This design comes from an exercise in tuning for small area, a short achievable clock period and few clock cycles per item on the open sky130 flow, not from production work.
No run shown here included a check of the RTL's function; only the layout flow was run.

==> flow/design.v, too long to show whole: its modules and the start of the top module <==
// module isg_extract: 719 lines
// module isg_div: 51 lines
// module isg_sched: 68 lines
// module csa_row: 572 lines
// module csa_mac: 382 lines
module isg_extract (
    input  wire        clk,
    input  wire        rst,         
    input  wire        cfg_we,
    input  wire [5:0]  cfg_addr,
    input  wire [5:0]  cfg_pos,
    input  wire [6:0]  npos,        
    input  wire [31:0] qstep,       
    input  wire        variant,     
    input  wire        in_valid,
    input  wire [7:0]  in_data,
    output wire        in_ready,
    output reg         done,
    output reg  [63:0] bits_out
);
  // ...
==> flow/run.sh <==
#!/bin/bash
# synth_recipe.tcl (not shown) runs the flow's synth.tcl, then flattens the netlist and writes it again
# the make line also repeats each setting of config.mk as NAME=value (left out here)
make -C /OpenROAD-flow-scripts/flow DESIGN_CONFIG=/design/flow/config.mk WORK_HOME=/design/flow/orfs CLKGATE_MAP_FILE= SYNTH_SCRIPT=/design/flow/synth_recipe.tcl finish
==> flow/config.mk <==
export PLATFORM = sky130hd
export DESIGN_NAME = isg_extract
export DESIGN_NICKNAME = isg_extract
export VERILOG_FILES = /design/flow/design.v
export SDC_FILE = /design/flow/constraint.sdc
export NUM_CORES = 4
export LEC_CHECK = 0
export ABC_AREA = 1
export CAP_MARGIN = 20
export CORE_MARGIN = 2
export CORE_UTILIZATION = 55
export PLACE_DENSITY = 0.7
export SLEW_MARGIN = 20
==> flow/constraint.sdc <==
create_clock -name core_clock -period 13.0 [get_ports {clk}]
set_input_delay 2.6000 -clock core_clock [delete_from_list [all_inputs] [get_ports {clk}]]
set_output_delay 2.6000 -clock core_clock [all_outputs]
set_load 0.01 [all_outputs]
==> flow_summary.toml, run 1 <==
[detailed_routing]
ant_nets = 0
drt-pass1-iter-count = 7

[clocking]
ctsResizeCount = 0
worstSkewPairLatency_ns = 1.00
numCtsBuffers = 291

[layout]
buffer_area_frac = 0.0140
design_area_mm2 = 0.154
layout_common_cells = "2,215 x nand2_1, 2,068 x inv_1, 1,952 x dfxtp_1, 1,068 x nor2_1, 1,001 x xor2_1"
seq_cells = 2690
multi_input_comb_area_mm2 = 0.0689
dominant_cells = "multi-input gates"
buffers = 244
clk_share = 0.0609
seq_area_mm2 = 0.0612
multi_input_area_share = 0.448

[global_routing]
grt_use_met2 = 0.487

[timing]
clock.fmax_ghz = 0.112
worst_slew_pin_slew_ns = 1.19
finClkSkew_ns = 0.117

[setup_path]
r2r_cells = 27
reg2reg_to = "u_d0.rem[21]$_DFFE_PP_"

[synth]
synthSimpleGateAreaFrac = 0.121
ys_types = 63
synth_enable_flop_cells = 728
synth_top_family_by_area = "adder cells"
synth_fa_ha_area_frac = 0.167

[die]
io_pins = 130

[status]
status = "complete, no violations"

[placement]
dp_slack_ns = 3.25

[worst_hold_path]
worst_hold_startpoint = "resv[211]$_DFF_P_"
==> module isg_extract, before the edit <==
module isg_extract (
    input  wire        clk,
    input  wire        rst,         
    input  wire        cfg_we,
    input  wire [5:0]  cfg_addr,
    input  wire [5:0]  cfg_pos,
    input  wire [6:0]  npos,        
    input  wire [31:0] qstep,       
    input  wire        variant,     
    input  wire        in_valid,
    input  wire [7:0]  in_data,
    output wire        in_ready,
    output reg         done,
    output reg  [63:0] bits_out
);
    reg        cfg_we_r;
    reg [5:0]  cfg_addr_r, cfg_pos_r;
    reg [31:0] qstep_r;
    reg        variant_r;
    reg [6:0]  npos_r;
    reg [5:0]  pos_tab [0:63];
    always @(posedge clk) begin
        cfg_we_r   <= cfg_we;
        cfg_addr_r <= cfg_addr;
        cfg_pos_r  <= cfg_pos;
        qstep_r    <= qstep;
        variant_r  <= variant;
        npos_r     <= npos;
        if (cfg_we_r)
            pos_tab[cfg_addr_r] <= cfg_pos_r;
    end
    reg  [5:0] c;             
    reg  [5:0] ld_cnt;        
    reg        in_ready_r;
    reg        smp_v;
    reg  [7:0] smp_r;         
    assign in_ready = in_ready_r;
    wire accept = in_valid & in_ready_r & ~rst;
    always @(posedge clk) begin
        smp_r <= {~in_data[7], in_data[6:0]};
        smp_v <= accept;
    end
    reg  [567:0] ringv;
    wire [7:0]   tail_in = smp_v ? smp_r : ringv[511:504];
    always @(posedge clk)
        ringv <= {ringv[559:0], tail_in};
    wire [2:0] fm    = c[5:3] + 3'd1;
    wire       fwin2 = (fm != 3'd0) && (fm <= 3'd4);
    wire [1:0] fsel  = fm[1:0] - 2'd1;         
    reg  signed [7:0] fa [0:7];
    reg  signed [7:0] fb [0:7];
    integer fy;
    always @* begin
        for (fy = 0; fy < 8; fy = fy + 1) begin
            if (fwin2)
                fa[fy] = ringv[8*(70 - fy) +: 8];
            else if (fy == 7)
                fa[fy] = tail_in;
            else
                fa[fy] = ringv[8*(6 - fy) +: 8];
            case (fsel)
                2'd0: fb[fy] = ringv[8*(7 + 7 - fy) +: 8];
                2'd1: fb[fy] = ringv[8*(23 + 7 - fy) +: 8];
                2'd2: fb[fy] = ringv[8*(39 + 7 - fy) +: 8];
                default: fb[fy] = ringv[8*(55 + 7 - fy) +: 8];
            endcase
        end
    end
    reg signed [8:0] gp [0:7];
    reg signed [8:0] gm [0:7];
    always @* begin
        for (fy = 0; fy < 8; fy = fy + 1) begin
            gp[fy] = fa[fy] + fb[fy];
            gm[fy] = fwin2 ? (fa[fy] - fb[fy]) : (fb[fy] - fa[fy]);
        end
    end
    reg signed [9:0] f_ep [0:3];
    reg signed [9:0] f_op [0:3];
    reg signed [9:0] f_em [0:3];
    reg signed [9:0] f_om [0:3];
    reg [1:0]        f_x;         
    reg              f_first, f_last, f_half, f_prev;
    always @(posedge clk) begin
        if (c[2:0] == 3'd7) begin
            for (fy = 0; fy < 4; fy = fy + 1) begin
                f_ep[fy] <= gp[fy] + gp[7 - fy];
                f_op[fy] <= gp[fy] - gp[7 - fy];
                f_em[fy] <= gm[fy] + gm[7 - fy];
                f_om[fy] <= gm[fy] - gm[7 - fy];
            end
            f_x     <= fwin2 ? (fm[1:0] - 2'd1) : (2'd0 - fm[1:0]);
            f_first <= fwin2 ? (fm == 3'd1) : (fm == 3'd5);
            f_last  <= fwin2 ? (fm == 3'd4) : (fm == 3'd0);
            f_half  <= fwin2;
        end
    end
    reg        rev_load, rev_stream, rev_recirc, rev_tag;
    reg [2:0]  rev_k;
    reg        nrev_load, nrev_stream, nrev_recirc, nrev_tag;
    reg [2:0]  nrev_k;
    reg        stream_ok, rev_ok;
    reg [3:0]  pleft;
    reg [2:0]  knext;
    reg        ld_tag;
    reg [1:0]  blk_out;       
    reg        idle_d;
    reg [2:0]  prev_k;        
    reg        prev_tag;
    wire       dbusy0, dbusy1;
    wire       any_pend;
    wire       last_res;
    reg        fast;
    wire idle_all  = (ld_cnt == 6'd0) && (blk_out == 2'd0);
    wire [3:0] ptot = fast ? (({1'b0, npos_r} + 8'd15) >> 4) : (({1'b0, npos_r} + 8'd7) >> 3);
    wire quiet      = !rev_stream && !rev_recirc && !any_pend && !dbusy0 && !dbusy1;
    wire thr        = fast || quiet || idle_all;
    localparam integer SW = 39;
    wire [SW-1:0] st_now = {c, ld_cnt, in_ready_r, ld_tag, pleft, knext,
                            nrev_load, nrev_stream, nrev_recirc, nrev_tag, nrev_k,
                            rev_load, rev_stream, rev_recirc, rev_tag, rev_k,
                            stream_ok, rev_ok, blk_out};
    wire [SW-1:0] st_a0, st_a1;
    wire blk_a1;
    isg_sched u_s0 (.acc(1'b0), .st(st_now), .smp_v(smp_v), .ptot(ptot), .thr(thr),
                    .idle_all(idle_all), .last_res(last_res), .nx(st_a0), .blk_now());
    isg_sched u_s1 (.acc(1'b1), .st(st_now), .smp_v(smp_v), .ptot(ptot), .thr(thr),
                    .idle_all(idle_all), .last_res(last_res), .nx(st_a1), .blk_now(blk_a1));
    wire [SW-1:0] st_rst = {6'd63, 6'd0, 1'b1, 1'b0, 4'd0, 3'd0,
                            1'b1, 1'b1, 1'b0, 1'b0, 3'd0,
                            1'b0, 1'b0, 1'b0, 1'b0, 3'd0,
                            1'b0, 1'b0, 2'd0};
    always @(posedge clk) begin
        {c, ld_cnt, in_ready_r, ld_tag, pleft, knext,
         nrev_load, nrev_stream, nrev_recirc, nrev_tag, nrev_k,
         rev_load, rev_stream, rev_recirc, rev_tag, rev_k,
         stream_ok, rev_ok, blk_out} <= rst ? st_rst : (accept ? st_a1 : st_a0);
        if (c == 6'd63) begin
            prev_k <= rev_k; prev_tag <= rev_tag;
        end
    end
    wire [2:0] rd_j  = c[2:0] + 3'd1;
    wire [2:0] rd_m  = c[5:3] + {2'b00, (c[2:0] == 3'd7)};
    wire       rd_h2 = (rd_m != 3'd0) && (rd_m <= 3'd4);
    wire [2:0] rd_k  = rd_h2 ? prev_k : ((rd_m == 3'd0 && c[2:0] != 3'd7) ? prev_k : rev_k);
    wire       rd_tg = rd_h2 ? prev_tag : ((rd_m == 3'd0 && c[2:0] != 3'd7) ? prev_tag : rev_tag);
    reg  [5:0] posr;
    reg  [2:0] r_j, r_k;
    reg        r_tag, r_h;
    always @(posedge clk) begin
        posr  <= fast ? pos_tab[{rd_k[1:0], rd_h2, rd_j}] : pos_tab[{rd_k, rd_j}];
        r_j   <= rd_j;
        r_k   <= rd_k;
        r_tag <= rd_tg;
        r_h   <= rd_h2;
    end
    wire [2:0] q_v = posr[2:0];
    wire       q_odd_u = posr[3];
    wire signed [9:0] e0 = q_odd_u ? f_em[0] : f_ep[0];
    wire signed [9:0] e1 = q_odd_u ? f_em[1] : f_ep[1];
    wire signed [9:0] e2 = q_odd_u ? f_em[2] : f_ep[2];
    wire signed [9:0] e3 = q_odd_u ? f_em[3] : f_ep[3];
    wire signed [9:0] o0 = q_odd_u ? f_om[0] : f_op[0];
    wire signed [9:0] o1 = q_odd_u ? f_om[1] : f_op[1];
    wire signed [9:0] o2 = q_odd_u ? f_om[2] : f_op[2];
    wire signed [9:0] o3 = q_odd_u ? f_om[3] : f_op[3];
    wire signed [10:0] a0 = e0 + e3, a1 = e1 + e2, b0 = e0 - e3, b1 = e1 - e2;
    wire signed [11:0] dcs = a0 + a1, d4s = a0 - a1;
    reg signed [11:0] rx0;
    reg signed [10:0] rx1;
    reg signed [9:0]  rx2, rx3;
    always @* begin
        if (q_v[0]) begin
            rx0 = o0; rx1 = o1; rx2 = o2; rx3 = o3;
        end else begin
            rx2 = 10'sd0; rx3 = 10'sd0;
            case (q_v[2:1])
                2'd0: begin rx0 = dcs; rx1 = 11'sd0; end
                2'd2: begin rx0 = d4s; rx1 = 11'sd0; end
                default: begin rx0 = b0; rx1 = b1; end
            endcase
        end
    end
  reg [15:0] rk0;
  always @* begin
    case (q_v)
      3'd0: rk0 = 16'h5a82;
      3'd1: rk0 = 16'h7d8a;
      3'd2: rk0 = 16'h7642;
      3'd3: rk0 = 16'h6a6e;
      3'd4: rk0 = 16'h5a82;
      3'd5: rk0 = 16'h471d;
      3'd6: rk0 = 16'h30fc;
      3'd7: rk0 = 16'h18f9;
      default: rk0 = 16'h0000;
    endcase
  end
  reg [15:0] p_rk0;
  always @(posedge clk) p_rk0 <= rk0;
  reg [15:0] rk1;
  always @* begin
    case (q_v)
      3'd0: rk1 = 16'h0000;
      3'd1: rk1 = 16'h6a6e;
      3'd2: rk1 = 16'h30fc;
      3'd3: rk1 = 16'he707;
      3'd4: rk1 = 16'h0000;
      3'd5: rk1 = 16'h8276;
      3'd6: rk1 = 16'h89be;
      3'd7: rk1 = 16'hb8e3;
      default: rk1 = 16'h0000;
    endcase
  end
  reg [15:0] p_rk1;
  always @(posedge clk) p_rk1 <= rk1;
  reg [15:0] rk2;
  always @* begin
    case (q_v)
      3'd0: rk2 = 16'h0000;
      3'd1: rk2 = 16'h471d;
      3'd2: rk2 = 16'h0000;
      3'd3: rk2 = 16'h8276;
      3'd4: rk2 = 16'h0000;
      3'd5: rk2 = 16'h18f9;
      3'd6: rk2 = 16'h0000;
      3'd7: rk2 = 16'h6a6e;
      default: rk2 = 16'h0000;
    endcase
  end
  reg [15:0] p_rk2;
  always @(posedge clk) p_rk2 <= rk2;
  reg [15:0] rk3;
  always @* begin
    case (q_v)
      3'd0: rk3 = 16'h0000;
      3'd1: rk3 = 16'h18f9;
      3'd2: rk3 = 16'h0000;
      3'd3: rk3 = 16'hb8e3;
      3'd4: rk3 = 16'h0000;
      3'd5: rk3 = 16'h6a6e;
      3'd6: rk3 = 16'h0000;
      3'd7: rk3 = 16'h8276;
      default: rk3 = 16'h0000;
    endcase
  end
  reg [15:0] p_rk3;
  always @(posedge clk) p_rk3 <= rk3;
  wire [12:0] xe0 = {{0{rx0[11]}}, rx0, 1'b0};
  reg rd0_0_one, rd0_0_two, rd0_0_neg;
  always @(posedge clk) begin
    rd0_0_one <= xe0[1] ^ xe0[0];
    rd0_0_two <= (xe0[2] & ~xe0[1] & ~xe0[0]) | (~xe0[2] & xe0[1] & xe0[0]);
    rd0_0_neg <= xe0[2] & ~(xe0[1] & xe0[0]);
  end
  reg rd0_1_one, rd0_1_two, rd0_1_neg;
  always @(posedge clk) begin
    rd0_1_one <= xe0[3] ^ xe0[2];
    rd0_1_two <= (xe0[4] & ~xe0[3] & ~xe0[2]) | (~xe0[4] & xe0[3] & xe0[2]);
    rd0_1_neg <= xe0[4] & ~(xe0[3] & xe0[2]);
  end
  reg rd0_2_one, rd0_2_two, rd0_2_neg;
  always @(posedge clk) begin
    rd0_2_one <= xe0[5] ^ xe0[4];
    rd0_2_two <= (xe0[6] & ~xe0[5] & ~xe0[4]) | (~xe0[6] & xe0[5] & xe0[4]);
    rd0_2_neg <= xe0[6] & ~(xe0[5] & xe0[4]);
  end
  reg rd0_3_one, rd0_3_two, rd0_3_neg;
  always @(posedge clk) begin
    rd0_3_one <= xe0[7] ^ xe0[6];
    rd0_3_two <= (xe0[8] & ~xe0[7] & ~xe0[6]) | (~xe0[8] & xe0[7] & xe0[6]);
    rd0_3_neg <= xe0[8] & ~(xe0[7] & xe0[6]);
  end
  reg rd0_4_one, rd0_4_two, rd0_4_neg;
  always @(posedge clk) begin
    rd0_4_one <= xe0[9] ^ xe0[8];
    rd0_4_two <= (xe0[10] & ~xe0[9] & ~xe0[8]) | (~xe0[10] & xe0[9] & xe0[8]);
    rd0_4_neg <= xe0[10] & ~(xe0[9] & xe0[8]);
  end
  reg rd0_5_one, rd0_5_two, rd0_5_neg;
  always @(posedge clk) begin
    rd0_5_one <= xe0[11] ^ xe0[10];
    rd0_5_two <= (xe0[12] & ~xe0[11] & ~xe0[10]) | (~xe0[12] & xe0[11] & xe0[10]);
    rd0_5_neg <= xe0[12] & ~(xe0[11] & xe0[10]);
  end
  wire [12:0] xe1 = {{1{rx1[10]}}, rx1, 1'b0};
  reg rd1_0_one, rd1_0_two, rd1_0_neg;
  always @(posedge clk) begin
    rd1_0_one <= xe1[1] ^ xe1[0];
    rd1_0_two <= (xe1[2] & ~xe1[1] & ~xe1[0]) | (~xe1[2] & xe1[1] & xe1[0]);
    rd1_0_neg <= xe1[2] & ~(xe1[1] & xe1[0]);
  end
  reg rd1_1_one, rd1_1_two, rd1_1_neg;
  always @(posedge clk) begin
    rd1_1_one <= xe1[3] ^ xe1[2];
    rd1_1_two <= (xe1[4] & ~xe1[3] & ~xe1[2]) | (~xe1[4] & xe1[3] & xe1[2]);
    rd1_1_neg <= xe1[4] & ~(xe1[3] & xe1[2]);
  end
  reg rd1_2_one, rd1_2_two, rd1_2_neg;
  always @(posedge clk) begin
    rd1_2_one <= xe1[5] ^ xe1[4];
    rd1_2_two <= (xe1[6] & ~xe1[5] & ~xe1[4]) | (~xe1[6] & xe1[5] & xe1[4]);
    rd1_2_neg <= xe1[6] & ~(xe1[5] & xe1[4]);
  end
  reg rd1_3_one, rd1_3_two, rd1_3_neg;
  always @(posedge clk) begin
    rd1_3_one <= xe1[7] ^ xe1[6];
    rd1_3_two <= (xe1[8] & ~xe1[7] & ~xe1[6]) | (~xe1[8] & xe1[7] & xe1[6]);
    rd1_3_neg <= xe1[8] & ~(xe1[7] & xe1[6]);
  end
  reg rd1_4_one, rd1_4_two, rd1_4_neg;
  always @(posedge clk) begin
    rd1_4_one <= xe1[9] ^ xe1[8];
    rd1_4_two <= (xe1[10] & ~xe1[9] & ~xe1[8]) | (~xe1[10] & xe1[9] & xe1[8]);
    rd1_4_neg <= xe1[10] & ~(xe1[9] & xe1[8]);
  end
  reg rd1_5_one, rd1_5_two, rd1_5_neg;
  always @(posedge clk) begin
    rd1_5_one <= xe1[11] ^ xe1[10];
    rd1_5_two <= (xe1[12] & ~xe1[11] & ~xe1[10]) | (~xe1[12] & xe1[11] & xe1[10]);
    rd1_5_neg <= xe1[12] & ~(xe1[11] & xe1[10]);
  end
  wire [10:0] xe2 = {{0{rx2[9]}}, rx2, 1'b0};
  reg rd2_0_one, rd2_0_two, rd2_0_neg;
  always @(posedge clk) begin
    rd2_0_one <= xe2[1] ^ xe2[0];
    rd2_0_two <= (xe2[2] & ~xe2[1] & ~xe2[0]) | (~xe2[2] & xe2[1] & xe2[0]);
    rd2_0_neg <= xe2[2] & ~(xe2[1] & xe2[0]);
  end
  reg rd2_1_one, rd2_1_two, rd2_1_neg;
  always @(posedge clk) begin
    rd2_1_one <= xe2[3] ^ xe2[2];
    rd2_1_two <= (xe2[4] & ~xe2[3] & ~xe2[2]) | (~xe2[4] & xe2[3] & xe2[2]);
    rd2_1_neg <= xe2[4] & ~(xe2[3] & xe2[2]);
  end
  reg rd2_2_one, rd2_2_two, rd2_2_neg;
  always @(posedge clk) begin
    rd2_2_one <= xe2[5] ^ xe2[4];
    rd2_2_two <= (xe2[6] & ~xe2[5] & ~xe2[4]) | (~xe2[6] & xe2[5] & xe2[4]);
    rd2_2_neg <= xe2[6] & ~(xe2[5] & xe2[4]);
  end
  reg rd2_3_one, rd2_3_two, rd2_3_neg;
  always @(posedge clk) begin
    rd2_3_one <= xe2[7] ^ xe2[6];
    rd2_3_two <= (xe2[8] & ~xe2[7] & ~xe2[6]) | (~xe2[8] & xe2[7] & xe2[6]);
    rd2_3_neg <= xe2[8] & ~(xe2[7] & xe2[6]);
  end
  reg rd2_4_one, rd2_4_two, rd2_4_neg;
  always @(posedge clk) begin
    rd2_4_one <= xe2[9] ^ xe2[8];
    rd2_4_two <= (xe2[10] & ~xe2[9] & ~xe2[8]) | (~xe2[10] & xe2[9] & xe2[8]);
    rd2_4_neg <= xe2[10] & ~(xe2[9] & xe2[8]);
  end
  wire [10:0] xe3 = {{0{rx3[9]}}, rx3, 1'b0};
  reg rd3_0_one, rd3_0_two, rd3_0_neg;
  always @(posedge clk) begin
    rd3_0_one <= xe3[1] ^ xe3[0];
    rd3_0_two <= (xe3[2] & ~xe3[1] & ~xe3[0]) | (~xe3[2] & xe3[1] & xe3[0]);
    rd3_0_neg <= xe3[2] & ~(xe3[1] & xe3[0]);
  end
  reg rd3_1_one, rd3_1_two, rd3_1_neg;
  always @(posedge clk) begin
    rd3_1_one <= xe3[3] ^ xe3[2];
    rd3_1_two <= (xe3[4] & ~xe3[3] & ~xe3[2]) | (~xe3[4] & xe3[3] & xe3[2]);
    rd3_1_neg <= xe3[4] & ~(xe3[3] & xe3[2]);
  end
  reg rd3_2_one, rd3_2_two, rd3_2_neg;
  always @(posedge clk) begin
    rd3_2_one <= xe3[5] ^ xe3[4];
    rd3_2_two <= (xe3[6] & ~xe3[5] & ~xe3[4]) | (~xe3[6] & xe3[5] & xe3[4]);
    rd3_2_neg <= xe3[6] & ~(xe3[5] & xe3[4]);
  end
  reg rd3_3_one, rd3_3_two, rd3_3_neg;
  always @(posedge clk) begin
    rd3_3_one <= xe3[7] ^ xe3[6];
    rd3_3_two <= (xe3[8] & ~xe3[7] & ~xe3[6]) | (~xe3[8] & xe3[7] & xe3[6]);
    rd3_3_neg <= xe3[8] & ~(xe3[7] & xe3[6]);
  end
  reg rd3_4_one, rd3_4_two, rd3_4_neg;
  always @(posedge clk) begin
    rd3_4_one <= xe3[9] ^ xe3[8];
    rd3_4_two <= (xe3[10] & ~xe3[9] & ~xe3[8]) | (~xe3[10] & xe3[9] & xe3[8]);
    rd3_4_neg <= xe3[10] & ~(xe3[9] & xe3[8]);
  end
    reg [2:0]  a_u, a_v, a_j, a_k;
    reg [1:0]  a_x;
    reg        a_tag, a_first, a_last, a_h;
    always @(posedge clk) begin
        a_u <= posr[5:3]; a_v <= posr[2:0]; a_x <= f_x; a_j <= r_j; a_k <= r_k; a_tag <= r_tag;
        a_first <= f_first; a_last <= f_last; a_h <= r_h;
    end
    wire signed [16:0] rd0_0_k = {p_rk0[15], p_rk0};
  wire [16:0] rd0_0_m = ({17{rd0_0_one}} & rd0_0_k) | ({17{rd0_0_two}} & {rd0_0_k[15:0], 1'b0});
  wire [16:0] rd0_0_t = rd0_0_m ^ {17{rd0_0_neg}};
  wire [16:0] rd0_0_u = {~rd0_0_t[16], rd0_0_t[15:0]};
  wire signed [16:0] rd0_1_k = {p_rk0[15], p_rk0};
  wire [16:0] rd0_1_m = ({17{rd0_1_one}} & rd0_1_k) | ({17{rd0_1_two}} & {rd0_1_k[15:0], 1'b0});
  wire [16:0] rd0_1_t = rd0_1_m ^ {17{rd0_1_neg}};
  wire [16:0] rd0_1_u = {~rd0_1_t[16], rd0_1_t[15:0]};
  wire signed [16:0] rd0_2_k = {p_rk0[15], p_rk0};
  wire [16:0] rd0_2_m = ({17{rd0_2_one}} & rd0_2_k) | ({17{rd0_2_two}} & {rd0_2_k[15:0], 1'b0});
  wire [16:0] rd0_2_t = rd0_2_m ^ {17{rd0_2_neg}};
  wire [16:0] rd0_2_u = {~rd0_2_t[16], rd0_2_t[15:0]};
  wire signed [16:0] rd0_3_k = {p_rk0[15], p_rk0};
  wire [16:0] rd0_3_m = ({17{rd0_3_one}} & rd0_3_k) | ({17{rd0_3_two}} & {rd0_3_k[15:0], 1'b0});
  wire [16:0] rd0_3_t = rd0_3_m ^ {17{rd0_3_neg}};
  wire [16:0] rd0_3_u = {~rd0_3_t[16], rd0_3_t[15:0]};
  wire signed [16:0] rd0_4_k = {p_rk0[15], p_rk0};
  wire [16:0] rd0_4_m = ({17{rd0_4_one}} & rd0_4_k) | ({17{rd0_4_two}} & {rd0_4_k[15:0], 1'b0});
  wire [16:0] rd0_4_t = rd0_4_m ^ {17{rd0_4_neg}};
  wire [16:0] rd0_4_u = {~rd0_4_t[16], rd0_4_t[15:0]};
  wire signed [16:0] rd0_5_k = {p_rk0[15], p_rk0};
  wire [16:0] rd0_5_m = ({17{rd0_5_one}} & rd0_5_k) | ({17{rd0_5_two}} & {rd0_5_k[15:0], 1'b0});
  wire [16:0] rd0_5_t = rd0_5_m ^ {17{rd0_5_neg}};
  wire [16:0] rd0_5_u = {~rd0_5_t[16], rd0_5_t[15:0]};
  wire [10:0] rng0 = {rd0_5_neg, 1'b0, rd0_4_neg, 1'b0, rd0_3_neg, 1'b0, rd0_2_neg, 1'b0, rd0_1_neg, 1'b0, rd0_0_neg};
  wire signed [16:0] rd1_0_k = {p_rk1[15], p_rk1};
  wire [16:0] rd1_0_m = ({17{rd1_0_one}} & rd1_0_k) | ({17{rd1_0_two}} & {rd1_0_k[15:0], 1'b0});
  wire [16:0] rd1_0_t = rd1_0_m ^ {17{rd1_0_neg}};
  wire [16:0] rd1_0_u = {~rd1_0_t[16], rd1_0_t[15:0]};
  wire signed [16:0] rd1_1_k = {p_rk1[15], p_rk1};
  wire [16:0] rd1_1_m = ({17{rd1_1_one}} & rd1_1_k) | ({17{rd1_1_two}} & {rd1_1_k[15:0], 1'b0});
  wire [16:0] rd1_1_t = rd1_1_m ^ {17{rd1_1_neg}};
  wire [16:0] rd1_1_u = {~rd1_1_t[16], rd1_1_t[15:0]};
  wire signed [16:0] rd1_2_k = {p_rk1[15], p_rk1};
  wire [16:0] rd1_2_m = ({17{rd1_2_one}} & rd1_2_k) | ({17{rd1_2_two}} & {rd1_2_k[15:0], 1'b0});
  wire [16:0] rd1_2_t = rd1_2_m ^ {17{rd1_2_neg}};
  wire [16:0] rd1_2_u = {~rd1_2_t[16], rd1_2_t[15:0]};
  wire signed [16:0] rd1_3_k = {p_rk1[15], p_rk1};
  wire [16:0] rd1_3_m = ({17{rd1_3_one}} & rd1_3_k) | ({17{rd1_3_two}} & {rd1_3_k[15:0], 1'b0});
  wire [16:0] rd1_3_t = rd1_3_m ^ {17{rd1_3_neg}};
  wire [16:0] rd1_3_u = {~rd1_3_t[16], rd1_3_t[15:0]};
  wire signed [16:0] rd1_4_k = {p_rk1[15], p_rk1};
  wire [16:0] rd1_4_m = ({17{rd1_4_one}} & rd1_4_k) | ({17{rd1_4_two}} & {rd1_4_k[15:0], 1'b0});
  wire [16:0] rd1_4_t = rd1_4_m ^ {17{rd1_4_neg}};
  wire [16:0] rd1_4_u = {~rd1_4_t[16], rd1_4_t[15:0]};
  wire signed [16:0] rd1_5_k = {p_rk1[15], p_rk1};
  wire [16:0] rd1_5_m = ({17{rd1_5_one}} & rd1_5_k) | ({17{rd1_5_two}} & {rd1_5_k[15:0], 1'b0});
  wire [16:0] rd1_5_t = rd1_5_m ^ {17{rd1_5_neg}};
  wire [16:0] rd1_5_u = {~rd1_5_t[16], rd1_5_t[15:0]};
  wire [10:0] rng1 = {rd1_5_neg, 1'b0, rd1_4_neg, 1'b0, rd1_3_neg, 1'b0, rd1_2_neg, 1'b0, rd1_1_neg, 1'b0, rd1_0_neg};
  wire signed [16:0] rd2_0_k = {p_rk2[15], p_rk2};
  wire [16:0] rd2_0_m = ({17{rd2_0_one}} & rd2_0_k) | ({17{rd2_0_two}} & {rd2_0_k[15:0], 1'b0});
  wire [16:0] rd2_0_t = rd2_0_m ^ {17{rd2_0_neg}};
  wire [16:0] rd2_0_u = {~rd2_0_t[16], rd2_0_t[15:0]};
  wire signed [16:0] rd2_1_k = {p_rk2[15], p_rk2};
  wire [16:0] rd2_1_m = ({17{rd2_1_one}} & rd2_1_k) | ({17{rd2_1_two}} & {rd2_1_k[15:0], 1'b0});
  wire [16:0] rd2_1_t = rd2_1_m ^ {17{rd2_1_neg}};
  wire [16:0] rd2_1_u = {~rd2_1_t[16], rd2_1_t[15:0]};
  wire signed [16:0] rd2_2_k = {p_rk2[15], p_rk2};
  wire [16:0] rd2_2_m = ({17{rd2_2_one}} & rd2_2_k) | ({17{rd2_2_two}} & {rd2_2_k[15:0], 1'b0});
  wire [16:0] rd2_2_t = rd2_2_m ^ {17{rd2_2_neg}};
  wire [16:0] rd2_2_u = {~rd2_2_t[16], rd2_2_t[15:0]};
  wire signed [16:0] rd2_3_k = {p_rk2[15], p_rk2};
  wire [16:0] rd2_3_m = ({17{rd2_3_one}} & rd2_3_k) | ({17{rd2_3_two}} & {rd2_3_k[15:0], 1'b0});
  wire [16:0] rd2_3_t = rd2_3_m ^ {17{rd2_3_neg}};
  wire [16:0] rd2_3_u = {~rd2_3_t[16], rd2_3_t[15:0]};
  wire signed [16:0] rd2_4_k = {p_rk2[15], p_rk2};
  wire [16:0] rd2_4_m = ({17{rd2_4_one}} & rd2_4_k) | ({17{rd2_4_two}} & {rd2_4_k[15:0], 1'b0});
  wire [16:0] rd2_4_t = rd2_4_m ^ {17{rd2_4_neg}};
  wire [16:0] rd2_4_u = {~rd2_4_t[16], rd2_4_t[15:0]};
  wire [8:0] rng2 = {rd2_4_neg, 1'b0, rd2_3_neg, 1'b0, rd2_2_neg, 1'b0, rd2_1_neg, 1'b0, rd2_0_neg};
  wire signed [16:0] rd3_0_k = {p_rk3[15], p_rk3};
  wire [16:0] rd3_0_m = ({17{rd3_0_one}} & rd3_0_k) | ({17{rd3_0_two}} & {rd3_0_k[15:0], 1'b0});
  wire [16:0] rd3_0_t = rd3_0_m ^ {17{rd3_0_neg}};
  wire [16:0] rd3_0_u = {~rd3_0_t[16], rd3_0_t[15:0]};
  wire signed [16:0] rd3_1_k = {p_rk3[15], p_rk3};
  wire [16:0] rd3_1_m = ({17{rd3_1_one}} & rd3_1_k) | ({17{rd3_1_two}} & {rd3_1_k[15:0], 1'b0});
  wire [16:0] rd3_1_t = rd3_1_m ^ {17{rd3_1_neg}};
  wire [16:0] rd3_1_u = {~rd3_1_t[16], rd3_1_t[15:0]};
  wire signed [16:0] rd3_2_k = {p_rk3[15], p_rk3};
  wire [16:0] rd3_2_m = ({17{rd3_2_one}} & rd3_2_k) | ({17{rd3_2_two}} & {rd3_2_k[15:0], 1'b0});
  wire [16:0] rd3_2_t = rd3_2_m ^ {17{rd3_2_neg}};
  wire [16:0] rd3_2_u = {~rd3_2_t[16], rd3_2_t[15:0]};
  wire signed [16:0] rd3_3_k = {p_rk3[15], p_rk3};
  wire [16:0] rd3_3_m = ({17{rd3_3_one}} & rd3_3_k) | ({17{rd3_3_two}} & {rd3_3_k[15:0], 1'b0});
  wire [16:0] rd3_3_t = rd3_3_m ^ {17{rd3_3_neg}};
  wire [16:0] rd3_3_u = {~rd3_3_t[16], rd3_3_t[15:0]};
  wire signed [16:0] rd3_4_k = {p_rk3[15], p_rk3};
  wire [16:0] rd3_4_m = ({17{rd3_4_one}} & rd3_4_k) | ({17{rd3_4_two}} & {rd3_4_k[15:0], 1'b0});
  wire [16:0] rd3_4_t = rd3_4_m ^ {17{rd3_4_neg}};
  wire [16:0] rd3_4_u = {~rd3_4_t[16], rd3_4_t[15:0]};
  wire [8:0] rng3 = {rd3_4_neg, 1'b0, rd3_3_neg, 1'b0, rd3_2_neg, 1'b0, rd3_1_neg, 1'b0, rd3_0_neg};
  wire [26:0] ra_0, ra_1, ra_2, ra_3, ra_4, ra_5;
  csa_row u_csa_row (.rd0_0_u(rd0_0_u), .rd0_1_u(rd0_1_u), .rd0_2_u(rd0_2_u), .rd0_3_u(rd0_3_u), .rd0_4_u(rd0_4_u), .rd0_5_u(rd0_5_u), .rng0(rng0), .rd1_0_u(rd1_0_u), .rd1_1_u(rd1_1_u), .rd1_2_u(rd1_2_u), .rd1_3_u(rd1_3_u), .rd1_4_u(rd1_4_u), .rd1_5_u(rd1_5_u), .rng1(rng1), .rd2_0_u(rd2_0_u), .rd2_1_u(rd2_1_u), .rd2_2_u(rd2_2_u), .rd2_3_u(rd2_3_u), .rd2_4_u(rd2_4_u), .rng2(rng2), .rd3_0_u(rd3_0_u), .rd3_1_u(rd3_1_u), .rd3_2_u(rd3_2_u), .rd3_3_u(rd3_3_u), .rd3_4_u(rd3_4_u), .rng3(rng3), .o0(ra_0), .o1(ra_1), .o2(ra_2), .o3(ra_3), .o4(ra_4), .o5(ra_5));
    reg [26:0] sa_0, sa_1, sa_2, sa_3, sa_4, sa_5;
    reg [2:0]  a2_u, a2_v, a2_j, a2_k;
    reg [1:0]  a2_x;
    reg        a2_tag, a2_first, a2_last, a2_h;
    always @(posedge clk) begin
        sa_0 <= ra_0; sa_1 <= ra_1; sa_2 <= ra_2; sa_3 <= ra_3; sa_4 <= ra_4; sa_5 <= ra_5;
        a2_u <= a_u; a2_v <= a_v; a2_x <= a_x; a2_j <= a_j; a2_k <= a_k; a2_tag <= a_tag;
        a2_first <= a_first; a2_last <= a_last; a2_h <= a_h;
    end
    reg signed [26:0] b_r;
    reg [2:0]  b_u, b_v, b_j, b_k;
    reg [1:0]  b_x;
    reg        b_tag, b_first, b_last, b_h;
    always @(posedge clk) begin
        b_r <= sa_0 + sa_1 + sa_2 + sa_3 + sa_4 + sa_5;
        b_u <= a2_u; b_v <= a2_v; b_x <= a2_x; b_j <= a2_j; b_k <= a2_k; b_tag <= a2_tag;
        b_first <= a2_first; b_last <= a2_last; b_h <= a2_h;
    end
    reg [15:0] mk;
  always @* begin
    case ({b_u, b_x})
      5'd0: mk = 16'h5a82;
      5'd1: mk = 16'h5a82;
      5'd2: mk = 16'h5a82;
      5'd3: mk = 16'h5a82;
      5'd4: mk = 16'h7d8a;
      5'd5: mk = 16'h6a6e;
      5'd6: mk = 16'h471d;
      5'd7: mk = 16'h18f9;
      5'd8: mk = 16'h7642;
      5'd9: mk = 16'h30fc;
      5'd10: mk = 16'hcf04;
      5'd11: mk = 16'h89be;
      5'd12: mk = 16'h6a6e;
      5'd13: mk = 16'he707;
      5'd14: mk = 16'h8276;
      5'd15: mk = 16'hb8e3;
      5'd16: mk = 16'h5a82;
      5'd17: mk = 16'ha57e;
      5'd18: mk = 16'ha57e;
      5'd19: mk = 16'h5a82;
      5'd20: mk = 16'h471d;
      5'd21: mk = 16'h8276;
      5'd22: mk = 16'h18f9;
      5'd23: mk = 16'h6a6e;
      5'd24: mk = 16'h30fc;
      5'd25: mk = 16'h89be;
      5'd26: mk = 16'h7642;
      5'd27: mk = 16'hcf04;
      5'd28: mk = 16'h18f9;
      5'd29: mk = 16'hb8e3;
      5'd30: mk = 16'h6a6e;
      5'd31: mk = 16'h8276;
      default: mk = 16'h0000;
    endcase
  end
  wire signed [27:0] mb_x = b_r;
  wire mb_0_one = mk[0] ^ 1'b0;
  wire mb_0_two = (mk[1] & ~mk[0] & ~1'b0) | (~mk[1] & mk[0] & 1'b0);
  wire mb_0_neg = mk[1] & ~(mk[0] & 1'b0);
  wire [27:0] mb_0_m = ({28{mb_0_one}} & mb_x) | ({28{mb_0_two}} & {mb_x[26:0], 1'b0});
  wire [27:0] mb_0_t = mb_0_m ^ {28{mb_0_neg}};
  wire [27:0] mb_0_u = {~mb_0_t[27], mb_0_t[26:0]};
  wire mb_1_one = mk[2] ^ mk[1];
  wire mb_1_two = (mk[3] & ~mk[2] & ~mk[1]) | (~mk[3] & mk[2] & mk[1]);
  wire mb_1_neg = mk[3] & ~(mk[2] & mk[1]);
  wire [27:0] mb_1_m = ({28{mb_1_one}} & mb_x) | ({28{mb_1_two}} & {mb_x[26:0], 1'b0});
  wire [27:0] mb_1_t = mb_1_m ^ {28{mb_1_neg}};
  wire [27:0] mb_1_u = {~mb_1_t[27], mb_1_t[26:0]};
  wire mb_2_one = mk[4] ^ mk[3];
  wire mb_2_two = (mk[5] & ~mk[4] & ~mk[3]) | (~mk[5] & mk[4] & mk[3]);
  wire mb_2_neg = mk[5] & ~(mk[4] & mk[3]);
  wire [27:0] mb_2_m = ({28{mb_2_one}} & mb_x) | ({28{mb_2_two}} & {mb_x[26:0], 1'b0});
  wire [27:0] mb_2_t = mb_2_m ^ {28{mb_2_neg}};
  wire [27:0] mb_2_u = {~mb_2_t[27], mb_2_t[26:0]};
  wire mb_3_one = mk[6] ^ mk[5];
  wire mb_3_two = (mk[7] & ~mk[6] & ~mk[5]) | (~mk[7] & mk[6] & mk[5]);
  wire mb_3_neg = mk[7] & ~(mk[6] & mk[5]);
  wire [27:0] mb_3_m = ({28{mb_3_one}} & mb_x) | ({28{mb_3_two}} & {mb_x[26:0], 1'b0});
  wire [27:0] mb_3_t = mb_3_m ^ {28{mb_3_neg}};
  wire [27:0] mb_3_u = {~mb_3_t[27], mb_3_t[26:0]};
  wire mb_4_one = mk[8] ^ mk[7];
  wire mb_4_two = (mk[9] & ~mk[8] & ~mk[7]) | (~mk[9] & mk[8] & mk[7]);
  wire mb_4_neg = mk[9] & ~(mk[8] & mk[7]);
  wire [27:0] mb_4_m = ({28{mb_4_one}} & mb_x) | ({28{mb_4_two}} & {mb_x[26:0], 1'b0});
  wire [27:0] mb_4_t = mb_4_m ^ {28{mb_4_neg}};
  wire [27:0] mb_4_u = {~mb_4_t[27], mb_4_t[26:0]};
  wire mb_5_one = mk[10] ^ mk[9];
  wire mb_5_two = (mk[11] & ~mk[10] & ~mk[9]) | (~mk[11] & mk[10] & mk[9]);
  wire mb_5_neg = mk[11] & ~(mk[10] & mk[9]);
  wire [27:0] mb_5_m = ({28{mb_5_one}} & mb_x) | ({28{mb_5_two}} & {mb_x[26:0], 1'b0});
  wire [27:0] mb_5_t = mb_5_m ^ {28{mb_5_neg}};
  wire [27:0] mb_5_u = {~mb_5_t[27], mb_5_t[26:0]};
  wire mb_6_one = mk[12] ^ mk[11];
  wire mb_6_two = (mk[13] & ~mk[12] & ~mk[11]) | (~mk[13] & mk[12] & mk[11]);
  wire mb_6_neg = mk[13] & ~(mk[12] & mk[11]);
  wire [27:0] mb_6_m = ({28{mb_6_one}} & mb_x) | ({28{mb_6_two}} & {mb_x[26:0], 1'b0});
  wire [27:0] mb_6_t = mb_6_m ^ {28{mb_6_neg}};
  wire [27:0] mb_6_u = {~mb_6_t[27], mb_6_t[26:0]};
  wire mb_7_one = mk[14] ^ mk[13];
  wire mb_7_two = (mk[15] & ~mk[14] & ~mk[13]) | (~mk[15] & mk[14] & mk[13]);
  wire mb_7_neg = mk[15] & ~(mk[14] & mk[13]);
  wire [27:0] mb_7_m = ({28{mb_7_one}} & mb_x) | ({28{mb_7_two}} & {mb_x[26:0], 1'b0});
  wire [27:0] mb_7_t = mb_7_m ^ {28{mb_7_neg}};
  wire [27:0] mb_7_u = {~mb_7_t[27], mb_7_t[26:0]};
  wire [14:0] mb_ng = {mb_7_neg, 1'b0, mb_6_neg, 1'b0, mb_5_neg, 1'b0, mb_4_neg, 1'b0, mb_3_neg, 1'b0, mb_2_neg, 1'b0, mb_1_neg, 1'b0, mb_0_neg};
  wire [43:0] mc_s, mc_c;
  csa_mac u_csa_mac (.mb_0_u(mb_0_u), .mb_1_u(mb_1_u), .mb_2_u(mb_2_u), .mb_3_u(mb_3_u), .mb_4_u(mb_4_u), .mb_5_u(mb_5_u), .mb_6_u(mb_6_u), .mb_7_u(mb_7_u), .mb_ng(mb_ng), .s(mc_s), .c(mc_c));
    reg [43:0] m_s, m_c;
    reg [2:0]  m_j, m_k;
    reg        m_tag, m_dc, m_first, m_last, m_h;
    always @(posedge clk) begin
        m_s <= mc_s; m_c <= mc_c;
        m_j <= b_j; m_k <= b_k; m_tag <= b_tag; m_last <= b_last; m_h <= b_h;
        m_dc <= b_first && (b_u == 3'd0) && (b_v == 3'd0);
        m_first <= b_first;
    end
    reg  [307:0] accv;
    wire [43:0]  acc_head = accv[307:264];
    wire [43:0]  c_accin = (acc_head & {44{~m_first}}) | (44'd4397866188800 & {44{m_dc}});
    wire [43:0]  cs_x = c_accin ^ m_s ^ m_c;
    wire [43:0]  cs_y = {(c_accin[42:0] & m_s[42:0]) | (c_accin[42:0] & m_c[42:0]) | (m_s[42:0] & m_c[42:0]), 1'b0};
    wire [22:0]  zl_w = {1'b0, cs_x[21:0]} + {1'b0, cs_y[21:0]};
    reg  [21:0]  n_zl, n_xh, n_yh;
    reg          n_cy;
    reg  [2:0]   n_j, n_k;
    reg          n_tag, n_last, n_h;
    always @(posedge clk) begin
        n_zl <= zl_w[21:0]; n_cy <= zl_w[22];
        n_xh <= cs_x[43:22]; n_yh <= cs_y[43:22];
        n_j <= m_j; n_k <= m_k; n_tag <= m_tag; n_last <= m_last; n_h <= m_h;
    end
    wire [43:0] z_new = {n_xh + n_yh + {21'd0, n_cy}, n_zl};
    always @(posedge clk)
        accv <= {accv[263:0], z_new};
    reg        h_v;
    reg [43:0] h_z;
    reg [5:0]  h_p;
    reg        h_tag;
    wire [5:0] c_p = fast ? {n_k[1:0], n_h, n_j} : {n_k, n_j};
    always @(posedge clk) begin
        h_z   <= z_new;
        h_p   <= c_p;
        h_tag <= n_tag;
        h_v   <= ~rst & rev_ok & (blk_out != 2'd0) & n_last & ({1'b0, c_p} < npos_r) & (fast ? (n_k[2] == 1'b0) : ~n_h);
    end
    wire [27:0] h_c = h_z[43:16] + {27'd0, h_z[15]};
    reg        h2_v, h2_tag;
    reg [5:0]  h2_p;
    reg [27:0] h2_c;
    always @(posedge clk) begin
        h2_v <= h_v & ~rst; h2_tag <= h_tag; h2_p <= h_p; h2_c <= h_c;
    end
    wire [33:0] n_c2  = {{5{h2_c[27]}}, h2_c, 1'b0};
    wire [33:0] n_val = n_c2 + {2'b00, qstep_r};
    wire [33:0] n_neg = ~n_c2 + ~{2'b00, qstep_r} + 34'd2;
    wire [32:0] n_abs = n_val[33] ? n_neg[32:0] : n_val[32:0];
    localparam integer RW = 43;
    reg  [8*RW-1:0] resv;
    wire [RW-1:0]   res_head = resv[8*RW-1 -: RW];
    wire            head_pend = res_head[42];
    wire            head_tag  = res_head[41];
    wire [5:0]      head_p    = res_head[40:35];
    wire            head_neg  = res_head[34];
    wire            head_pbit = res_head[33];
    wire [32:0]     head_x    = res_head[32:0];
    reg             out_tag;
    wire            free0, free1;
    wire            head_ok = head_pend && (head_tag == out_tag) && !rst;
    wire            take0 = head_ok && free0;
    wire            take1 = head_ok && !free0 && free1;
    wire [RW-1:0]   res_in = h2_v ? {1'b1, h2_tag, h2_p, n_val[33], h2_c[16] ^ h2_c[15], n_abs}
                                  : {head_pend & ~take0 & ~take1 & ~rst, res_head[RW-2:0]};
    integer ri;
    reg [7:0] pend_bits;
    always @* begin
        for (ri = 0; ri < 8; ri = ri + 1)
            pend_bits[ri] = resv[RW*ri + RW - 1];
    end
    assign any_pend = |pend_bits;
    always @(posedge clk) begin
        resv <= {resv[7*RW-1:0], res_in};
        if (rst)
            for (ri = 0; ri < 8; ri = ri + 1)
                resv[RW*ri + RW - 1] <= 1'b0;
    end
    reg [31:0] qn;
    reg [4:0]  s_norm;
    always @(posedge clk) begin
        idle_d <= idle_all;
        if (idle_all || idle_d) begin
            qn <= qstep_r; s_norm <= 5'd0;
        end else if (qn[31:30] == 2'b00 && qn != 32'd0) begin
            qn <= {qn[29:0], 2'b00}; s_norm <= s_norm + 5'd2;
        end
        fast <= variant_r || ((qn[31:30] != 2'b00 || qn == 32'd0) && s_norm <= 5'd12);
    end
    reg [34:0] dv3;
    reg [3:0]  dsteps;
    always @(posedge clk) begin
        dv3 <= {qn, 1'b0} + {qn, 2'b00};
        dsteps <= s_norm[4:1];
    end
    wire wr0, wr1, rb0, rb1;
    wire [5:0] wp0, wp1;
    isg_div u_d0 (.clk(clk), .rst(rst), .take(take0), .x(head_x), .neg(head_neg),
                  .pbit(head_pbit), .p(head_p), .variant(variant_r), .steps(dsteps),
                  .qn(qn), .dv3(dv3), .busy(dbusy0), .free(free0), .wr(wr0), .wbit(rb0), .wp(wp0));
    isg_div u_d1 (.clk(clk), .rst(rst), .take(take1), .x(head_x), .neg(head_neg),
                  .pbit(head_pbit), .p(head_p), .variant(variant_r), .steps(dsteps),
                  .qn(qn), .dv3(dv3), .busy(dbusy1), .free(free1), .wr(wr1), .wbit(rb1), .wp(wp1));
    reg [6:0] res_cnt;
    wire [6:0] res_add = res_cnt + {6'd0, wr0} + {6'd0, wr1};
    assign last_res = (wr0 | wr1) && (res_add == npos_r);
    integer bi;
    always @(posedge clk) begin
        if (rst) begin
            done <= 1'b0; res_cnt <= 7'd0; out_tag <= 1'b0;
        end else begin
            done <= last_res;
            if (last_res) begin
                res_cnt <= 7'd0; out_tag <= ~out_tag;
            end else begin
                res_cnt <= res_add;
            end
        end
        for (bi = 0; bi < 64; bi = bi + 1) begin
            if (wr0 && wp0 == bi[5:0])
                bits_out[bi] <= rb0;
            else if (wr1 && wp1 == bi[5:0])
                bits_out[bi] <= rb1;
            else if (idle_all)
                bits_out[bi] <= 1'b0;
        end
    end
endmodule
==> inputs of run 2 (changes only) <==
--- a/flow/design.v
+++ b/flow/design.v
@@ -31,4 +31,4 @@
     end
-    reg  [5:0] c;             
-    reg  [5:0] ld_cnt;        
+    wire [5:0] c;             
+    wire [5:0] ld_cnt;        
     reg        in_ready_r;
@@ -37,6 +37,6 @@
     assign in_ready = in_ready_r;
-    wire accept = in_valid & in_ready_r & ~rst;
+    wire accept = in_valid & in_ready_r;
     always @(posedge clk) begin
         smp_r <= {~in_data[7], in_data[6:0]};
-        smp_v <= accept;
+        smp_v <= accept & ~rst;
     end
@@ -96,11 +96,12 @@
     end
-    reg        rev_load, rev_stream, rev_recirc, rev_tag;
-    reg [2:0]  rev_k;
-    reg        nrev_load, nrev_stream, nrev_recirc, nrev_tag;
-    reg [2:0]  nrev_k;
-    reg        stream_ok, rev_ok;
-    reg [3:0]  pleft;
-    reg [2:0]  knext;
-    reg        ld_tag;
-    reg [1:0]  blk_out;       
+    wire       rev_load, rev_stream, rev_recirc, rev_tag;
+    wire [2:0] rev_k;
+    wire       nrev_load, nrev_stream, nrev_recirc, nrev_tag;
+    wire [2:0] nrev_k;
+    wire       stream_ok, rev_ok;
+    wire [3:0] pleft;
+    wire [2:0] knext;
+    wire       ld_tag;
+    wire [1:0] blk_out;       
+    wire       ir_cur;
     reg        idle_d;
@@ -117,6 +118,9 @@
     localparam integer SW = 39;
-    wire [SW-1:0] st_now = {c, ld_cnt, in_ready_r, ld_tag, pleft, knext,
-                            nrev_load, nrev_stream, nrev_recirc, nrev_tag, nrev_k,
-                            rev_load, rev_stream, rev_recirc, rev_tag, rev_k,
-                            stream_ok, rev_ok, blk_out};
+    reg  [SW-1:0] st_r0, st_r1;
+    reg           sel_r;
+    wire [SW-1:0] st_now = sel_r ? st_r1 : st_r0;
+    assign {c, ld_cnt, ir_cur, ld_tag, pleft, knext,
+            nrev_load, nrev_stream, nrev_recirc, nrev_tag, nrev_k,
+            rev_load, rev_stream, rev_recirc, rev_tag, rev_k,
+            stream_ok, rev_ok, blk_out} = st_now;
     wire [SW-1:0] st_a0, st_a1;
@@ -132,6 +136,8 @@
     always @(posedge clk) begin
-        {c, ld_cnt, in_ready_r, ld_tag, pleft, knext,
-         nrev_load, nrev_stream, nrev_recirc, nrev_tag, nrev_k,
-         rev_load, rev_stream, rev_recirc, rev_tag, rev_k,
-         stream_ok, rev_ok, blk_out} <= rst ? st_rst : (accept ? st_a1 : st_a0);
+        if (rst) begin
+            st_r0 <= st_rst; st_r1 <= st_rst; sel_r <= 1'b0; in_ready_r <= 1'b1;
+        end else begin
+            st_r0 <= st_a0; st_r1 <= st_a1; sel_r <= accept;
+            in_ready_r <= accept ? st_a1[SW-13] : st_a0[SW-13];
+        end
         if (c == 6'd63) begin
==> run 2 against run 1 <==
Still clean. Core utilization about the same. Global-route usage is 0.55 points lower. Count of clock-buffer cells in the layout up 1. Register-to-register slack worse by 0.26 ns. First-iteration DRC count increased by 0.49%. Fmax is 14% higher. Critical path type unchanged. Highest routed layer unchanged.
==> flow_summary.toml, run 2 <==
[synth]
yosysMostFrequentCell = "nand2_1"
synth_area_mm2 = 0.141
synthTopCellsByArea = "dfxtp_1 28%, edfxtp_1 15%, ha_1 8.3%"
ys_types = 81
netlist.area_leader.share = 0.283
synth_nets = 17000
ys_ff_latch = 2729
async_flop_share = 0
yosys.area.top_type = "dfxtp_1"
synthCells = 15500
synthFlopType = "dfxtp_1"
avgSynthCellArea_um2 = 9.16
synth_enable_flop_cells = 728
yosys-top-cells-count = "2,170 x nand2_1, 2,070 x inv_1, 2,001 x dfxtp_1"
seq_area_frac_synth = 0.438
yosysWarnings = 11

[layout]
reg_top3 = "ringv x568, pos_tab x384, resv x344"
final_common_cell = "nand2_1"
layout_common_cells = "2,168 x nand2_1, 2,067 x inv_1, 1,992 x dfxtp_1, 1,038 x nor2_1, 1,020 x o21ai_0"
drive_above_1_share = 0.0504
largest_register = "ringv"
area_growth_pct = 9.95
design_area_mm2 = 0.156
finalNetCount = 17000
largest_reg_flops = 568

[clocking]
cts_sinks = 2729
root_buffer = "clkbuf_16"
numCtsBuffers = 288
ctsResizeCount = 0
clk_path_buf_depth = 4
postCtsSetupBuffers = 0
h-tree-depth = 5
cts_tree = "done"
cts.clk_slew.worst_paths_ns = 0.06
worstSkewPairLatency_ns = 0.88
ctsHoldBuffers = 0

[setup_path]
worst_setup_path_start_kind = "input port"
cp_num_buf_inv = 7
worstPathRequired_ns = 13.54
crit_type = "input port to flip-flop"
r2r_cells = 21
rrSetupSlack_ns = 6.16
reg2reg_to = "posr[2]$_DFF_P_"
end_kind = "flip-flop"
max_stage_delay_ns = 0.47
reg2reg_from = "sel_r$_SDFF_PP0_"
arrival_ns = 8.40
cp_max_fo = 55
cp_slowest_cell = "nand2_1"
cp_top_family = "simple AND/OR/NAND/NOR gates"
crit_top_cell = "nand2_1"

[placement]
postPlaceCellArea_mm2 = 0.146
dp_hpwl_um = 306000
gp_congestion = 1.03
port-buffer-count = 129
dp_slack_ns = 4.45

[worst_hold_path]
hp-class = "flip-flop to flip-flop"
whs_path_depth = 0
worst_hold_startpoint = "resv[183]$_DFF_P_"
worstHoldEndpoint = "resv[226]$_DFF_P_"

[detailed_routing]
wl_per_cell_um = 21.2
drc = 0
ant_nets = 0
vias = 107000
via_per_inst = 5.60
drt-pass1-iter-count = 8
wl_um = 404000
initialDrtViolationCount = 10600

[timing]
setup_viol = 0
rsz0062_at_grt = "false"
finClkSkew_ns = 0.0880
finalSetupTns_ns = 0
worst_slew_pin_slew_ns = 1.23
final_max_slew_viol_count = 0
slew_headroom = 0.182
finalWorstSetupSlack_ns = 5.14
hold_viol_final = 0
fin_crit_sh = 0.605
fin_crit_ns = 7.86
clock.fmax_ghz = 0.127

[die]
io_pins = 130
dieHeight_um = 511
design.die.area_mm2 = 0.261
num_rows = 186
core_mm2 = 0.256
fp.dieW_um = 511
start_util = 0.552

[global_routing]
grt_pass1_vias = 103000
grt_pass1_wl_um = 614000
antenna_found_initial = 15
grt_overflow = 0
grt_usage = 0.302
grt_start_max_net_pins = 135

[status]
status = "complete, no violations"

[flow_run]
max-cap-violations = 0
run 2: how the worst max path moves through the flow:
stage / cells after the start / endpoint / from
6_report: 27 / u_d0.rem[13]$_DFFE_PP_ / rst
2_1_floorplan: 23 / posr[5]$_DFF_P_ / sel_r$_SDFF_PP0_
3_3_place_gp: 27 / u_d0.rem[12]$_DFFE_PP_ / rst
5_1_grt: 27 / u_d0.rem[13]$_DFFE_PP_ / rst
4_1_cts: 27 / u_d0.rem[13]$_DFFE_PP_ / rst
3_5_place_dp: 27 / u_d0.rem[13]$_DFFE_PP_ / rst
run 2: cell families (layout without fill, tap and decap cells):
group,after synthesis,count (layout),synth area share
buf+inv,2676,2921,0.0720
flops,2729,2729,0.438
fa+ha+maj,1519,1519,0.165
mux,17,17,0.00125
compound gates,3066,3066,0.125
xor+xnor,1162,1162,0.0720
other cells,0,15,0
simple gates,4281,4281,0.127
run 2: layout make-up:
type                            instances  area (um^2)
Clock buffer                          388         8080
Antenna cell                           15         37.5
Inverter                             2137         8030
Sequential cell                      2729        61900
Fill cell                           21900       101000
Multi-Input combinational cell      10000        69500
Tap cell                             3384         4230
Timing Repair Buffer                  263         2340
Clock inverter                        133         1410
run 2: stage by stage:
stage	hold slack, ns	cells	utilization
after global placement	0.310	18600	0.570
after CTS	0.295	19100	0.607
final	0.298	19100	0.607
after detailed placement	0.312	18600	0.570
after floorplan	0.310	15500	-
after global routing	0.307	19100	0.607
run 2: per-layer routing:
metal  track usage  wire, um
met5             0        26
met4         0.109     15600
met3        0.0443     30600
met2         0.469    179000
met1         0.430    179000

static timing again, ports no longer ideal:
How much do the figures lean on ideal ports? The routed layouts below were timed once more, with nothing changed but the port constraints. Step 1 (the two cells are an assumption about what drives the block):
set clk [get_ports {clk}]
set_driving_cell -lib_cell sky130_fd_sc_hd__clkbuf_16 $clk
set_driving_cell -lib_cell sky130_fd_sc_hd__buf_2 [delete_from_list [all_inputs] $clk]
Step 2 moves the port delays by t, midway between the first and last clock arrival at a register: inputs arrive t later, outputs are due t later. That takes back most of the time a late clock gives input paths. Three values: ideal ports, drivers, drivers and shift; two values: the first two.
| run | t, ns | setup slack, ns | worst hold slack (ns) | slew at the worst register clock pin (ns) | worst data-port slew with drivers (ns) |
|---|---|---|---|---|---|
| run 1 | 1.034 | 4.073 / 4.149 / 3.115 | 0.259 / 0.259 / 0.259 | 0.07 / 0.07 | 0.08 |
| run 2 | 0.938 | 5.141 / 5.213 / 4.275 | 0.298 / 0.298 / 0.298 | 0.07 / 0.07 | 0.08 |
After both steps setup and hold are still met in every run listed. For run 1, which loses most, drivers alone change the setup slack by +0.076 ns; drivers and shift together by -0.958 ns.
